This design comes from an exercise in tuning for small area on the open sky130 flow, not from production work. Only the layout flow was run in this run; the RTL was not checked for function there.

[config.mk]
export PLATFORM = sky130hd
export DESIGN_NAME = rd_dds
export DESIGN_NICKNAME = rd_dds
export VERILOG_FILES = /design/flow/design.v
export SDC_FILE = /design/flow/constraint.sdc
export NUM_CORES = 4
export LEC_CHECK = 0
export CAP_MARGIN = 20
export CORE_MARGIN = 2
export CORE_UTILIZATION = 40
export PLACE_DENSITY = 0.6
export SLEW_MARGIN = 20
[constraint.sdc]
create_clock -name core_clock -period 10.0 [get_ports {clk}]
set_input_delay 2.0000 -clock core_clock [delete_from_list [all_inputs] [get_ports {clk}]]
set_output_delay 2.0000 -clock core_clock [all_outputs]
set_load 0.01 [all_outputs]
[design.v]
module rd_dds_sine (
  input  wire [6:0] idx,
  output wire [6:0] amp
);
  wire new_n15, new_n16, new_n17, new_n18, new_n19, new_n20, new_n21,
    new_n22, new_n23, new_n24, new_n25, new_n26, new_n27, new_n28, new_n29,
    new_n30, new_n31, new_n32, new_n34, new_n35, new_n36, new_n37, new_n38,
    new_n39, new_n40, new_n41, new_n42, new_n43, new_n44, new_n45, new_n46,
    new_n47, new_n48, new_n49, new_n50, new_n51, new_n52, new_n53, new_n54,
    new_n55, new_n56, new_n57, new_n58, new_n59, new_n60, new_n61, new_n62,
    new_n63, new_n64, new_n65, new_n66, new_n67, new_n68, new_n69, new_n70,
    new_n71, new_n73, new_n74, new_n75, new_n76, new_n77, new_n78, new_n79,
    new_n80, new_n81, new_n82, new_n83, new_n84, new_n85, new_n86, new_n87,
    new_n88, new_n89, new_n90, new_n91, new_n92, new_n93, new_n94, new_n95,
    new_n97, new_n98, new_n99, new_n100, new_n101, new_n102, new_n103,
    new_n104, new_n105, new_n106, new_n107, new_n108, new_n109, new_n110,
    new_n111, new_n112, new_n113, new_n114, new_n115, new_n117, new_n118,
    new_n119, new_n120, new_n121, new_n122, new_n123, new_n124, new_n126,
    new_n127, new_n128, new_n129, new_n130, new_n131, new_n132, new_n134,
    new_n135, new_n136, new_n137;
  assign new_n15 = ~idx[0] & ~idx[1];
  assign new_n16 = idx[0] & idx[1];
  assign new_n17 = idx[2] & new_n16;
  assign new_n18 = ~idx[1] & ~idx[2];
  assign new_n19 = ~idx[0] & idx[1];
  assign new_n20 = ~new_n18 & ~new_n19;
  assign new_n21 = ~new_n17 & new_n20;
  assign new_n22 = ~idx[1] & idx[4];
  assign new_n23 = idx[3] & ~idx[4];
  assign new_n24 = ~idx[3] & idx[4];
  assign new_n25 = ~new_n23 & ~new_n24;
  assign new_n26 = idx[4] & ~idx[5];
  assign new_n27 = ~idx[4] & idx[5];
  assign new_n28 = ~new_n26 & ~new_n27;
  assign new_n29 = new_n25 & new_n28;
  assign new_n30 = ~new_n22 & new_n29;
  assign new_n31 = ~new_n21 & new_n30;
  assign new_n32 = new_n15 & new_n31;
  assign amp[6] = ~idx[6] | new_n32;
  assign new_n34 = idx[0] & ~idx[1];
  assign new_n35 = idx[2] & ~new_n34;
  assign new_n36 = ~idx[5] & ~new_n35;
  assign new_n37 = ~idx[4] & new_n19;
  assign new_n38 = ~idx[2] & ~new_n37;
  assign new_n39 = new_n36 & ~new_n38;
  assign new_n40 = ~idx[0] & idx[2];
  assign new_n41 = idx[5] & new_n40;
  assign new_n42 = idx[1] & ~idx[4];
  assign new_n43 = ~new_n22 & ~new_n42;
  assign new_n44 = new_n41 & new_n43;
  assign new_n45 = ~idx[3] & new_n27;
  assign new_n46 = ~new_n16 & new_n45;
  assign new_n47 = ~new_n44 & ~new_n46;
  assign new_n48 = ~new_n39 & new_n47;
  assign new_n49 = idx[2] & new_n27;
  assign new_n50 = new_n48 & new_n49;
  assign new_n51 = ~idx[2] & ~new_n29;
  assign new_n52 = ~new_n48 & new_n51;
  assign new_n53 = new_n24 & new_n41;
  assign new_n54 = ~idx[2] & ~idx[3];
  assign new_n55 = ~new_n18 & new_n26;
  assign new_n56 = new_n54 & new_n55;
  assign new_n57 = idx[0] & ~idx[2];
  assign new_n58 = new_n26 & new_n57;
  assign new_n59 = ~new_n56 & ~new_n58;
  assign new_n60 = ~new_n53 & new_n59;
  assign new_n61 = idx[2] & idx[3];
  assign new_n62 = ~idx[5] & new_n61;
  assign new_n63 = ~idx[0] & ~new_n62;
  assign new_n64 = new_n43 & ~new_n63;
  assign new_n65 = idx[0] & new_n29;
  assign new_n66 = ~new_n64 & ~new_n65;
  assign new_n67 = new_n60 & new_n66;
  assign new_n68 = ~new_n52 & new_n67;
  assign new_n69 = ~new_n50 & new_n68;
  assign new_n70 = ~amp[6] & ~new_n69;
  assign new_n71 = amp[6] & new_n69;
  assign amp[0] = ~new_n70 & ~new_n71;
  assign new_n73 = ~idx[4] & ~new_n57;
  assign new_n74 = ~idx[1] & ~new_n73;
  assign new_n75 = ~new_n36 & ~new_n74;
  assign new_n76 = ~idx[5] & new_n74;
  assign new_n77 = idx[3] & ~new_n76;
  assign new_n78 = ~new_n75 & new_n77;
  assign new_n79 = ~idx[3] & new_n15;
  assign new_n80 = ~new_n16 & ~new_n79;
  assign new_n81 = idx[2] & idx[5];
  assign new_n82 = idx[3] & ~new_n15;
  assign new_n83 = new_n81 & ~new_n82;
  assign new_n84 = new_n80 & new_n83;
  assign new_n85 = ~idx[3] & ~new_n27;
  assign new_n86 = ~new_n81 & new_n85;
  assign new_n87 = ~new_n15 & ~new_n16;
  assign new_n88 = ~new_n58 & ~new_n87;
  assign new_n89 = new_n86 & new_n88;
  assign new_n90 = new_n19 & ~new_n25;
  assign new_n91 = ~new_n89 & ~new_n90;
  assign new_n92 = ~new_n84 & new_n91;
  assign new_n93 = ~new_n78 & new_n92;
  assign new_n94 = amp[6] & new_n93;
  assign new_n95 = ~amp[6] & ~new_n93;
  assign amp[1] = new_n94 | new_n95;
  assign new_n97 = ~idx[1] & ~idx[3];
  assign new_n98 = ~new_n65 & ~new_n97;
  assign new_n99 = ~idx[2] & ~idx[4];
  assign new_n100 = ~idx[5] & ~new_n99;
  assign new_n101 = ~new_n98 & new_n100;
  assign new_n102 = idx[2] & ~new_n23;
  assign new_n103 = idx[5] & ~new_n102;
  assign new_n104 = idx[3] & idx[4];
  assign new_n105 = new_n34 & new_n104;
  assign new_n106 = new_n80 & ~new_n105;
  assign new_n107 = new_n103 & ~new_n106;
  assign new_n108 = idx[1] & ~idx[5];
  assign new_n109 = ~new_n40 & ~new_n108;
  assign new_n110 = new_n104 & ~new_n109;
  assign new_n111 = new_n48 & ~new_n110;
  assign new_n112 = ~new_n107 & new_n111;
  assign new_n113 = ~new_n101 & new_n112;
  assign new_n114 = amp[6] & new_n113;
  assign new_n115 = ~amp[6] & ~new_n113;
  assign amp[2] = ~new_n114 & ~new_n115;
  assign new_n117 = new_n21 & ~new_n25;
  assign new_n118 = ~new_n40 & ~new_n105;
  assign new_n119 = new_n103 & ~new_n118;
  assign new_n120 = ~new_n56 & ~new_n119;
  assign new_n121 = ~new_n117 & new_n120;
  assign new_n122 = ~new_n31 & new_n121;
  assign new_n123 = ~amp[6] & new_n122;
  assign new_n124 = amp[6] & ~new_n122;
  assign amp[3] = ~new_n123 & ~new_n124;
  assign new_n126 = ~new_n54 & ~new_n61;
  assign new_n127 = ~new_n21 & new_n126;
  assign new_n128 = ~new_n17 & new_n27;
  assign new_n129 = ~new_n55 & ~new_n128;
  assign new_n130 = ~new_n127 & new_n129;
  assign new_n131 = ~amp[6] & ~new_n130;
  assign new_n132 = amp[6] & new_n130;
  assign amp[4] = ~new_n131 & ~new_n132;
  assign new_n134 = new_n28 & new_n127;
  assign new_n135 = ~new_n29 & ~new_n134;
  assign new_n136 = ~amp[6] & ~new_n135;
  assign new_n137 = amp[6] & new_n135;
  assign amp[5] = new_n136 | new_n137;
endmodule
module rd_dds_sine34 (
  input  wire [6:0] idx,
  output wire [6:0] amp
);
  wire new_n15, new_n16, new_n17, new_n18, new_n19, new_n20, new_n21,
    new_n22, new_n23, new_n24, new_n25, new_n26, new_n27, new_n28, new_n29,
    new_n30, new_n31, new_n32, new_n33, new_n34, new_n35, new_n36, new_n37,
    new_n38, new_n39, new_n40, new_n41, new_n42, new_n43, new_n44, new_n45,
    new_n46, new_n47, new_n48, new_n49, new_n50, new_n51, new_n52, new_n53,
    new_n54, new_n55, new_n57, new_n58, new_n59, new_n60, new_n61, new_n62,
    new_n63, new_n64, new_n65, new_n66, new_n67, new_n68, new_n69, new_n70,
    new_n71, new_n72, new_n73, new_n74, new_n75, new_n76, new_n77, new_n78,
    new_n79, new_n81, new_n82, new_n83, new_n84, new_n85, new_n86, new_n87,
    new_n88, new_n89, new_n90, new_n91, new_n92, new_n93, new_n94, new_n96,
    new_n97, new_n98, new_n99, new_n100, new_n101, new_n102, new_n103,
    new_n104, new_n105, new_n107, new_n108, new_n109, new_n110, new_n111,
    new_n112, new_n114, new_n115, new_n116, new_n117, new_n118, new_n119;
  assign new_n15 = ~idx[0] & ~idx[1];
  assign new_n16 = ~idx[2] & new_n15;
  assign new_n17 = ~idx[4] & idx[5];
  assign new_n18 = ~idx[4] & ~idx[5];
  assign new_n19 = idx[3] & idx[5];
  assign new_n20 = ~new_n18 & ~new_n19;
  assign new_n21 = ~new_n17 & ~new_n20;
  assign new_n22 = new_n16 & ~new_n21;
  assign new_n23 = idx[3] & new_n18;
  assign new_n24 = ~idx[3] & ~new_n17;
  assign new_n25 = idx[5] & new_n24;
  assign new_n26 = ~new_n23 & ~new_n25;
  assign new_n27 = ~new_n16 & new_n26;
  assign new_n28 = ~new_n22 & ~new_n27;
  assign new_n29 = idx[2] & ~idx[5];
  assign new_n30 = ~idx[0] & ~new_n29;
  assign new_n31 = ~new_n28 & new_n30;
  assign new_n32 = ~new_n15 & ~new_n31;
  assign new_n33 = idx[3] & ~idx[5];
  assign new_n34 = idx[0] & idx[1];
  assign new_n35 = ~new_n33 & new_n34;
  assign new_n36 = idx[0] & ~idx[5];
  assign new_n37 = ~idx[3] & ~new_n36;
  assign new_n38 = ~idx[1] & ~new_n37;
  assign new_n39 = ~new_n35 & ~new_n38;
  assign new_n40 = ~idx[4] & ~new_n20;
  assign new_n41 = idx[1] & idx[2];
  assign new_n42 = ~new_n29 & ~new_n41;
  assign new_n43 = new_n40 & ~new_n42;
  assign new_n44 = ~new_n39 & ~new_n43;
  assign new_n45 = new_n32 & ~new_n44;
  assign new_n46 = ~idx[4] & new_n32;
  assign new_n47 = ~new_n16 & new_n33;
  assign new_n48 = ~idx[0] & ~idx[3];
  assign new_n49 = ~new_n47 & ~new_n48;
  assign new_n50 = idx[4] & ~new_n49;
  assign new_n51 = ~idx[1] & ~idx[2];
  assign new_n52 = ~idx[2] & idx[5];
  assign new_n53 = ~new_n51 & ~new_n52;
  assign new_n54 = ~new_n50 & ~new_n53;
  assign new_n55 = ~new_n46 & new_n54;
  assign amp[0] = ~new_n45 & ~new_n55;
  assign new_n57 = ~idx[6] & amp[0];
  assign new_n58 = ~idx[2] & new_n50;
  assign new_n59 = ~idx[1] & idx[4];
  assign new_n60 = new_n49 & new_n59;
  assign new_n61 = amp[0] & new_n60;
  assign new_n62 = ~new_n26 & new_n51;
  assign new_n63 = ~idx[1] & ~idx[4];
  assign new_n64 = ~new_n36 & ~new_n63;
  assign new_n65 = ~new_n20 & new_n64;
  assign new_n66 = ~new_n62 & ~new_n65;
  assign new_n67 = ~new_n61 & new_n66;
  assign new_n68 = ~idx[2] & ~idx[4];
  assign new_n69 = idx[0] & idx[5];
  assign new_n70 = ~new_n68 & new_n69;
  assign new_n71 = ~new_n67 & ~new_n70;
  assign new_n72 = ~new_n58 & ~new_n71;
  assign new_n73 = idx[5] & new_n15;
  assign new_n74 = idx[2] & ~new_n59;
  assign new_n75 = new_n37 & new_n74;
  assign new_n76 = ~new_n73 & new_n75;
  assign new_n77 = new_n72 & ~new_n76;
  assign new_n78 = ~new_n57 & new_n77;
  assign new_n79 = new_n57 & ~new_n77;
  assign amp[1] = ~new_n78 & ~new_n79;
  assign new_n81 = ~idx[3] & new_n51;
  assign new_n82 = new_n40 & ~new_n81;
  assign new_n83 = ~new_n34 & new_n52;
  assign new_n84 = idx[4] & ~new_n83;
  assign new_n85 = ~new_n47 & new_n84;
  assign new_n86 = ~new_n82 & ~new_n85;
  assign new_n87 = new_n21 & new_n41;
  assign new_n88 = ~new_n31 & new_n87;
  assign new_n89 = ~new_n86 & ~new_n88;
  assign new_n90 = ~amp[0] & ~new_n89;
  assign new_n91 = new_n77 & new_n90;
  assign new_n92 = ~idx[6] & ~new_n91;
  assign new_n93 = new_n28 & ~new_n92;
  assign new_n94 = ~new_n28 & new_n92;
  assign amp[4] = new_n93 | new_n94;
  assign new_n96 = ~new_n26 & new_n77;
  assign new_n97 = idx[4] & new_n15;
  assign new_n98 = idx[2] & ~new_n97;
  assign new_n99 = new_n24 & ~new_n98;
  assign new_n100 = ~new_n20 & ~new_n24;
  assign new_n101 = new_n98 & new_n100;
  assign new_n102 = ~new_n99 & ~new_n101;
  assign new_n103 = ~new_n96 & new_n102;
  assign new_n104 = ~amp[4] & new_n103;
  assign new_n105 = amp[4] & ~new_n102;
  assign amp[3] = ~new_n104 & ~new_n105;
  assign new_n107 = new_n16 & ~new_n72;
  assign new_n108 = new_n89 & ~new_n107;
  assign new_n109 = ~new_n39 & ~amp[0];
  assign new_n110 = new_n108 & ~new_n109;
  assign new_n111 = amp[3] & ~new_n110;
  assign new_n112 = ~amp[3] & new_n108;
  assign amp[2] = new_n111 | new_n112;
  assign new_n114 = ~idx[6] & new_n102;
  assign new_n115 = new_n91 & new_n114;
  assign new_n116 = new_n21 & ~new_n33;
  assign new_n117 = ~new_n107 & new_n116;
  assign new_n118 = ~new_n115 & new_n117;
  assign new_n119 = new_n115 & ~new_n117;
  assign amp[5] = new_n118 | new_n119;
  assign amp[6] = ~idx[6] & ~new_n118;
endmodule
module rd_dds_steps (
  input  wire [4:0] code,
  output reg  [7:0] step_a,
  output reg  [7:0] step_b,
  output reg        has_next,   
  output reg  [4:0] next_code
);
  always @(*) begin
    has_next  = 1'b0;
    next_code = code;
    case (code)
      5'd0: begin step_a = 8'd86; step_b = 8'd60; end
      5'd1: begin step_a = 8'd77; step_b = 8'd45; end
      5'd2: begin step_a = 8'd86; step_b = 8'd45; end
      5'd3: begin step_a = 8'd95; step_b = 8'd45; end
      5'd4: begin step_a = 8'd77; step_b = 8'd49; end
      5'd5: begin step_a = 8'd86; step_b = 8'd49; end
      5'd6: begin step_a = 8'd95; step_b = 8'd49; end
      5'd7: begin step_a = 8'd77; step_b = 8'd55; end
      5'd8: begin step_a = 8'd86; step_b = 8'd55; end
      5'd9: begin step_a = 8'd95; step_b = 8'd55; end
      5'd10: begin step_a = 8'd77; step_b = 8'd60; end
      5'd11: begin step_a = 8'd95; step_b = 8'd60; end
      5'd12: begin step_a = 8'd96; step_b = 8'd83; end
      5'd13: begin step_a = 8'd58; step_b = 8'd45; end
      5'd14: begin step_a = 8'd70; step_b = 8'd45; end
      5'd15: begin step_a = 8'd70; step_b = 8'd58; end
      5'd16: begin step_a = 8'd83; step_b = 8'd45; end
      5'd17: begin step_a = 8'd83; step_b = 8'd58; end
      5'd18: begin step_a = 8'd83; step_b = 8'd70; end
      5'd19: begin step_a = 8'd96; step_b = 8'd45; end
      5'd20: begin step_a = 8'd96; step_b = 8'd58; end
      5'd21: begin step_a = 8'd96; step_b = 8'd70; end
      5'd22: begin step_a = 8'd109; step_b = 8'd70; end
      5'd23: begin step_a = 8'd109; step_b = 8'd96; end
      5'd24: begin step_a = 8'd166; step_b = 8'd0; end
      5'd25: begin step_a = 8'd64; step_b = 8'd0; end
      5'd26: begin step_a = 8'd32; step_b = 8'd0; end
      5'd27: begin step_a = 8'd33; step_b = 8'd0; has_next = 1'b1; next_code = 5'd29; end
      5'd28: begin step_a = 8'd50; step_b = 8'd0; has_next = 1'b1; next_code = 5'd31; end
      5'd29: begin step_a = 8'd42; step_b = 8'd0; has_next = 1'b1; next_code = 5'd30; end
      5'd30: begin step_a = 8'd50; step_b = 8'd0; end
      5'd31: begin step_a = 8'd33; step_b = 8'd0; end
    endcase
  end
endmodule
module rd_dds_engine (
  input  wire        clk,
  input  wire        rst,
  input  wire [31:0] cmd,
  input  wire        cmd_valid,
  output wire        cmd_ready,
  input  wire        tick,
  output wire [7:0]  sample,
  output wire        out_en,
  output wire        busy
);
  reg [9:0]  ph_a, ph_b;
  reg        ph_zero;
  reg [4:0]  code;
  reg [19:0] rem;
  reg        hb;
  wire active = |rem;
  assign busy      = active;
  assign out_en    = active;
  assign cmd_ready = ~active;
  wire       cmd_take = cmd_valid & ~active;
  wire       cmd_init = cmd_take & (cmd == 32'h1000_0000);
  wire       cmd_tone = cmd_take & (cmd[31:21] == 11'b0010_0000_000);
  wire [4:0] sym      = cmd[20:16];
  wire [19:0] tone_len = (sym[4:3] == 2'b11 && sym[2:0] >= 3'd5) ? 20'd0 :
                         (sym[4:3] == 2'b11 && sym[2:0] >= 3'd3) ? 20'd32 :
                         {cmd[15:0], 4'b0000};
  wire       do_tick = tick & active;
  wire [7:0] step_a, step_b;
  wire       has_next;
  wire [4:0] next_code;
  rd_dds_steps u_steps (.code(code), .step_a(step_a), .step_b(step_b),
                        .has_next(has_next), .next_code(next_code));
  wire       restart = ph_zero & do_tick;
  wire [9:0] base_a  = restart ? 10'd4 : ph_a;
  wire [9:0] base_b  = restart ? 10'd4 : ph_b;
  wire [9:0] ph_a_n  = base_a + {2'b00, step_a & {8{do_tick}}};
  wire [9:0] ph_b_n  = base_b + {2'b00, step_b & {8{do_tick}}};
  wire       last = (rem == 20'd1);
  wire [19:0] rem_dec = rem - 20'd1;
  wire [19:0] rem_run = do_tick ? (rem_dec | {14'd0, last & has_next, 5'd0}) : rem;
  always @(posedge clk) begin
    if (rst) begin
      ph_zero <= 1'b1;
      rem     <= 20'd0;
    end else begin
      rem     <= rem_run | (cmd_tone ? tone_len : 20'd0);
      if (cmd_init)
        ph_zero <= 1'b1;
      if (cmd_tone)
        code    <= sym;
      if (do_tick) begin
        ph_zero <= 1'b0;
        hb      <= (step_b != 8'd0);
        if (last)
          code  <= next_code;
      end
    end
  end
  always @(posedge clk) begin
    ph_a <= ph_a_n;
    ph_b <= ph_b_n;
  end
  wire [6:0] amp_a, amp_b;
  rd_dds_sine   u_sine_a (.idx(ph_a[9:3]), .amp(amp_a));
  rd_dds_sine34 u_sine_b (.idx(ph_b[9:3]), .amp(amp_b));
  assign sample = {1'b0, amp_a} + {1'b0, amp_b & {7{hb}}};
endmodule
module rd_dds_decoder (
  input  wire       clk,
  input  wire       rst,
  input  wire       dial_active,
  input  wire       pulse,
  input  wire       db_release,
  input  wire       sf_inhibit,
  input  wire [1:0] map_policy,
  output wire [4:0] digit,
  output wire       digit_valid,
  output wire       sf_arm,
  output wire       sf_cancel
);
  reg       dialing;
  reg       dialing_q;    
  reg [3:0] count;
  reg [3:0] dig;
  reg       db_lock;
  reg       pulse_q;
  reg       pulse_cancel;   
  assign digit = {dig[3] & dig[2], dig};
  assign sf_arm      = dialing & ~dialing_q;
  assign digit_valid = dialing_q & ~dialing & ~(dig[3] & dig[2]);
  assign sf_cancel   = pulse_cancel | (dialing_q & ~dialing);
  wire       lock_1  = db_lock & ~db_release;                  
  wire       ev_dials = dial_active & ~dialing;                
  wire       dialing_1 = dialing | dial_active;
  wire [3:0] count_1 = ev_dials ? 4'd0 : count;
  wire       ev_pulse = pulse & ~pulse_q & ~lock_1;            
  wire       counted = ev_pulse & dialing_1 & ~sf_inhibit & (count_1 != 4'd11);
  wire [3:0] count_2 = count_1 + {3'b000, counted};
  wire       ev_diale = ~dial_active & dialing;                
  reg  [3:0] d;
  always @(*) begin
    if (count_2 == 4'd0 || count_2 == 4'd11) d = 4'hF;
    else case (map_policy)
      2'd1:    d = (count_2 == 4'd10) ? 4'd0 : 4'd10 - count_2;   
      2'd2:    d = count_2 - 4'd1;                                
      default: d = (count_2 == 4'd10) ? 4'd0 : count_2;           
    endcase
  end
  always @(posedge clk) begin
    if (rst) begin
      dialing     <= 1'b0;
      count       <= 4'd0;
      dig         <= 4'hF;
      db_lock     <= 1'b0;
      pulse_q     <= 1'b1;
      dialing_q   <= 1'b0;
      pulse_cancel <= 1'b0;
    end else begin
      dialing     <= dial_active;
      count       <= count_2;
      db_lock     <= lock_1 | ev_pulse;
      pulse_q     <= pulse;
      dialing_q   <= dialing;
      pulse_cancel <= ev_pulse & dialing_1;
      if (ev_diale)
        dig       <= d;
    end
  end
endmodule
module rd_dds (
  input  wire        clk,
  input  wire        rst,           
  input  wire [31:0] cmd,
  input  wire        cmd_valid,
  output wire        cmd_ready,
  input  wire        tick,
  input  wire        dial_active,
  input  wire        pulse,
  input  wire        db_release,
  input  wire        sf_inhibit,
  input  wire [1:0]  map_policy,
  output wire [7:0]  sample,
  output wire        out_en,
  output wire        busy,
  output wire [4:0]  digit,
  output wire        digit_valid,
  output wire        sf_arm,
  output wire        sf_cancel
);
  rd_dds_engine u_engine (
    .clk(clk), .rst(rst),
    .cmd(cmd), .cmd_valid(cmd_valid), .cmd_ready(cmd_ready),
    .tick(tick),
    .sample(sample), .out_en(out_en), .busy(busy)
  );
  rd_dds_decoder u_decoder (
    .clk(clk), .rst(rst),
    .dial_active(dial_active), .pulse(pulse), .db_release(db_release),
    .sf_inhibit(sf_inhibit), .map_policy(map_policy),
    .digit(digit), .digit_valid(digit_valid),
    .sf_arm(sf_arm), .sf_cancel(sf_cancel)
  );
endmodule
[flow/run.sh]
#!/bin/bash
# Own layout flow:
#   1. the standard synthesis (standard.sh synth), unchanged;
#   2. its combinational cells remapped for area with yosys + ABC (four runs of four
#      rounds of ABC deepsyn with different seeds, the smallest kept); every flip-flop instance
#      is kept as the standard synthesis made it;
#   3. the standard layout (standard.sh) from the remapped netlist, with
#      buf_1 port buffers and a clock tree of clkbuf_4 without dummy loads.
# Each tool writes its full output to a log file in this folder.
set -euo pipefail
W=$(pwd)
R=$W/orfs/results/$FLOW_PLATFORM/rd_dds/base
LIB=$FLOW_HOME/platforms/$FLOW_PLATFORM/lib/sky130_fd_sc_hd__tt_025C_1v80.lib
YOSYS=$FLOW_HOME/../tools/install/yosys/bin/yosys

bash standard.sh synth > 1_standard_synth.log 2>&1
cp "$R/1_2_yosys.v" "$W/1_2_yosys_standard.v"

# liberty of the combinational cells the standard netlist uses (read as logic)
CELLS=$(grep -oE 'sky130_fd_sc_hd__[a-z0-9_]+' "$W/1_2_yosys_standard.v" | sort -u |
        grep -vE '__(df|edf|sdf|dl|sdl|conb)' || true)
python3 flow/libsub.py "$LIB" $CELLS > "$W/comb.lib"
# liberty ABC maps to: plain combinational cells only
python3 flow/libsub.py "$LIB" --map > "$W/map.lib"

for s in 1 2 3 4; do
  mkdir -p "$W/remap$s"
  sed -e "s#@S@#$s#g" -e "s#@S1@#$((s + 10))#g" -e "s#@S2@#$((s + 20))#g" -e "s#@S3@#$((s + 30))#g" flow/area.abc > "$W/remap$s/area.abc"
  sed -e "s#@LIB@#$LIB#g" -e "s#@W@#$W#g" -e "s#@D@#$W/remap$s#g" flow/reopt.ys > "$W/remap$s/reopt.ys"
  "$YOSYS" -s "$W/remap$s/reopt.ys" > "2_yosys_remap$s.log" 2>&1 &
done
wait
best=""; best_area=""
for s in 1 2 3 4; do
  a=$(awk '/Chip area/ {print $NF}' "$W/remap$s/after.txt" 2>/dev/null || true)
  [[ -n "$a" && -f "$W/remap$s/1_2_yosys.v" ]] || continue
  if [[ -z "$best" ]] || awk -v a="$a" -v b="$best_area" 'BEGIN{exit !(a < b)}'; then
    best=$s; best_area=$a
  fi
done
echo "remap runs: best $best, area $best_area" > 2_remap_choice.log
cp "$W/remap$best/1_2_yosys.v" "$R/1_2_yosys.v"

export BUFFER_PORTS_ARGS="-buffer_cell sky130_fd_sc_hd__buf_1"
export CTS_ARGS="-sink_clustering_enable -repair_clock_nets -dont_use_dummy_load -buf_list sky130_fd_sc_hd__clkbuf_4 -root_buf sky130_fd_sc_hd__clkbuf_4"
bash standard.sh > 3_standard_layout.log 2>&1
[flow/area.abc]
strash
&get -n
&deepsyn -T 120 -S @S@
&put
dc2
dch -f
amap -m
strash
&get -n
&deepsyn -T 60 -S @S1@
&put
dch -f
amap -m
strash
&get -n
&deepsyn -T 60 -S @S2@
&put
dch -f
amap -m
strash
&get -n
&deepsyn -T 60 -S @S3@
&put
dch -f
amap -m
topo
[flow/libsub.py]
#!/usr/bin/env python3
# libsub.py LIB CELL... : the liberty LIB with only the named cells.
# libsub.py LIB --map   : the liberty LIB with only plain combinational cells
#                         (no flip-flops, latches, clock, delay, tie, power or
#                         multi-output cells) for ABC to map to.
import re, sys
src = open(sys.argv[1]).read()
head = re.compile(r'\n\s*cell\s*\(\s*"?(\w+)"?\s*\)\s*\{')
m0 = head.search(src)
out = [src[:m0.start()]]
pos = m0.start()
skip = re.compile(r'__(df|edf|sdf|dl|sdl|conb|clk|dly|lpflow|probe|ebuf|einv|macro|decap|fill|tap|diode|fa_|ha_|fah|mux4)')
while True:
    m = head.search(src, pos)
    if not m:
        break
    depth, j = 0, m.end() - 1
    while True:
        c = src[j]
        if c == '{':
            depth += 1
        elif c == '}':
            depth -= 1
            if depth == 0:
                break
        j += 1
    name, body = m.group(1), src[m.start():j + 1]
    if sys.argv[2] == '--map':
        keep = not skip.search(name) and 'ff (' not in body and 'latch (' not in body \
            and body.count('direction : output') + body.count('direction : "output"') == 1
    else:
        keep = name in sys.argv[2:]
    if keep:
        out.append(body)
    pos = j + 1
out.append('\n}\n')
sys.stdout.write(''.join(out))
[flow/reopt.ys]
# Remap the combinational cells of the standard netlist for area; the
# flip-flops stay black boxes, so their instances and names are unchanged.
read_liberty -lib @LIB@
read_liberty -overwrite @W@/comb.lib
read_verilog @W@/1_2_yosys_standard.v
hierarchy -check -top rd_dds
flatten
opt_clean -purge
tee -o @D@/before.txt stat -liberty @LIB@
abc -liberty @W@/map.lib -script @D@/area.abc
# the mapped cells as black boxes again, with their port directions
read_liberty -lib -overwrite @LIB@
opt_clean -purge
hilomap -singleton -hicell sky130_fd_sc_hd__conb_1 HI -locell sky130_fd_sc_hd__conb_1 LO
opt_clean -purge
tee -o @D@/after.txt stat -liberty @LIB@
check -assert -mapped
write_verilog -noattr -nohex -nodec @D@/1_2_yosys.v
[standard.sh]
#!/bin/bash
# synth_recipe.tcl (not shown) runs the flow's synth.tcl, then flattens the netlist and writes it again
# the make line also repeats each setting of config.mk as NAME=value (left out here)
make -C /OpenROAD-flow-scripts/flow DESIGN_CONFIG=/design/flow/config.mk WORK_HOME=/design/flow/orfs CLKGATE_MAP_FILE= SYNTH_SCRIPT=/design/flow/synth_recipe.tcl "${@:-finish}"
==> summary.txt <==
[sequential cells by signal (all words and copies together), names as in the netlist]
signal / flops
u_decoder.dialing: 1
u_engine.ph_a: 10
u_engine.ph_b: 10
u_decoder.pulse_q: 1
u_decoder.db_lock: 1
u_engine.code: 5
u_decoder.dialing_q: 1
u_engine.hb: 1
u_decoder.count: 4
u_decoder.pulse_cancel: 1
u_engine.rem: 20
u_engine.ph_zero: 1
u_decoder.dig: 4
[stage by stage]
stage / hold WS, ns / util / setup WS [ns] / std cells
floorplan: 0.424 / - / 4.66 / 651
finish: 0.472 / 0.454 / 3.40 / 857
global route: 0.491 / 0.454 / 2.85 / 857
detailed placement: 0.458 / 0.448 / 3.71 / 848
CTS: 0.474 / 0.454 / 3.46 / 857
global placement: 0.446 / 0.448 / 3.95 / 848
[final cells by class]
class | instances | area (sq um)
well taps | 136 | 170
multi-input cells | 506 | 2620
repair buffers | 61 | 233
clock buffers | 9 | 67.6
flip-flops and latches | 60 | 1260
inverters | 85 | 319
fillers | 1127 | 5610
[routing by layer]
metal,part of all wire,track usage
met3,0.054,0.0356
met5,0,0
met2,0.46,0.336
met1,0.46,0.255
met4,0.027,0.0900
[worst max-delay path, stage by stage (launching register included)]
cell and delay [ns]:
dfxtp_1 0.48, inv_1 0.21, nor2_1 0.38, o22ai_1 0.12, a221oi_1 0.40, a31oi_1 0.21
and3_1 0.22, or2_0 0.22, a21oi_1 0.24, inv_1 0.06, o221ai_1 0.27, o21ai_0 0.22
o22ai_1 0.26, o22ai_1 0.14, nand2_1 0.08, o21ai_0 0.14, o22ai_1 0.19, nand2_1 0.09
o21a_1 0.11, buf_1 0.12
[worst paths after layout]
| kind | start | end | slack, ns | cells past startpoint |
|---|---|---|---|---|
| worst max-delay path | u_engine.ph_b[7] | sample[6] | 3.40 | 19 |
| worst min-delay path | u_engine.ph_b[0] | u_engine.ph_b[0] | 0.47 | 2 |
| worst max register to register | u_engine.rem[11] | u_engine.ph_b[9] | 4.82 | 28 |
| worst min register to register | u_engine.ph_b[0] | u_engine.ph_b[0] | 0.47 | 2 |
==> out/qor.yml <==
clock_tree:
  h-tree-depth: 3
  post_cts_resized: 0
  clk_pin_slew_worst_paths_ns: 0.09
  clockBufferDepth: 2
  cts_root_buf: "clkbuf_4"
  cts.sinks: 60
  post_cts_buffers: 0
  cts_tree: "yes"
  worstSkewPairLatency_ns: 0.43
  postCtsHoldBufs: 0
  numCtsBuffers: 9
timing:
  finalSetupTns_ns: 0
  period_share: 0.660
  fmax_mhz: 152
  final.min_clock_period_ns: 6.60
  rsz0062_at_grt: "no"
  finalSetupViolCount: 0
  worst_pin_slew_ns: 0.840
  hold_viol: 0
  skew_ns: 0.0237
  slew_headroom: 0.438
  final_max_slew_viol_count: 0
synth:
  post_synth.cell_area_avg_sq_um: 6.45
  yosys_warnings: 3
  postSynthCellCount: 651
  synth.net_count: 693
  syn-cell-area_sq_mm: 0.00420
die:
  ios: 61
  fp.dieW_um: 106
  die_area_sq_mm: 0.0113
  die_y_um: 106
  num_rows: 37
  start_util: 0.408
  fp.coreArea_sq_mm: 0.0103
run:
  max_cap_viol_count: 0
critical_path:
  end_kind: "output pin"
  cp_max_fo: 8
  crit_path_start_kind: "flop"
  required_ns: 8.00
  arrival_ns: 4.60
  criticalPathCategory: "reg -> out"
global_routing:
  grt_pass1_vias: 4258
  antenna_found_initial: 0
  grt_pass1_wl_mm: 18.7
  grt_max_degree: 28
  track_usage: 0.202
  grt.overflow.total: 0
routing:
  vias: 4778
  wirelength_mm: 11.3
  drt-pass1-iter-count: 5
  ant_nets: 0
  vias_per_cell: 5.58
  route.detailed.drc: 0
  post_drt_wl_per_cell_um: 13.1
  first_iter_violations: 319
layout:
  layout-drive-gt1-share: 0.0139
  n_antenna_cell: 0
  final_cell_mix: "nor2_1 (140), inv_1 (85), o21ai_0 (70)"
  areaGrowthSynthToFinish_pct: 11.2
  fin_nets: 765
  final_cell_area_sq_mm: 0.00467
  final_common_cell: "nor2_1"
hold_path:
  min_path_type: "reg -> reg"
placed_design:
  numPortBuffers: 60
  gp_congestion: 0.925
  placed_area_sq_mm: 0.00460
  dp.final_hpwl_mm: 8.80
status:
  status: "timing/DRC/antenna clean"

==> afterwards: timing with drivers on the ports <==
The results above use ideal ports. As a check the final layout listed here was re-extracted and re-timed, cells and wires unchanged.
Step 1: set_driving_cell puts a clkbuf_16 on clk and a buf_2 on each other input, an assumption about the parent block.
Step 2 moves the port delays by t, midway between the first and last clock arrival at a register: inputs arrive t later, outputs are due t later. That takes back most of the time a late clock gives input paths.
a / b / c = ideal / step 1 / step 2; a / b = the first two.
t (ns): 0.452
setup WS [ns]: 3.400 / 3.370 / 3.707
worst setup path after step 2: input to register
slew at the worst register clock pin (ns): 0.10 / 0.10
worst data-port slew with drivers (ns): 0.04
After both steps setup and hold are still met in this run. For this run, drivers alone change the setup slack by -0.030 ns; drivers and shift together by +0.307 ns.
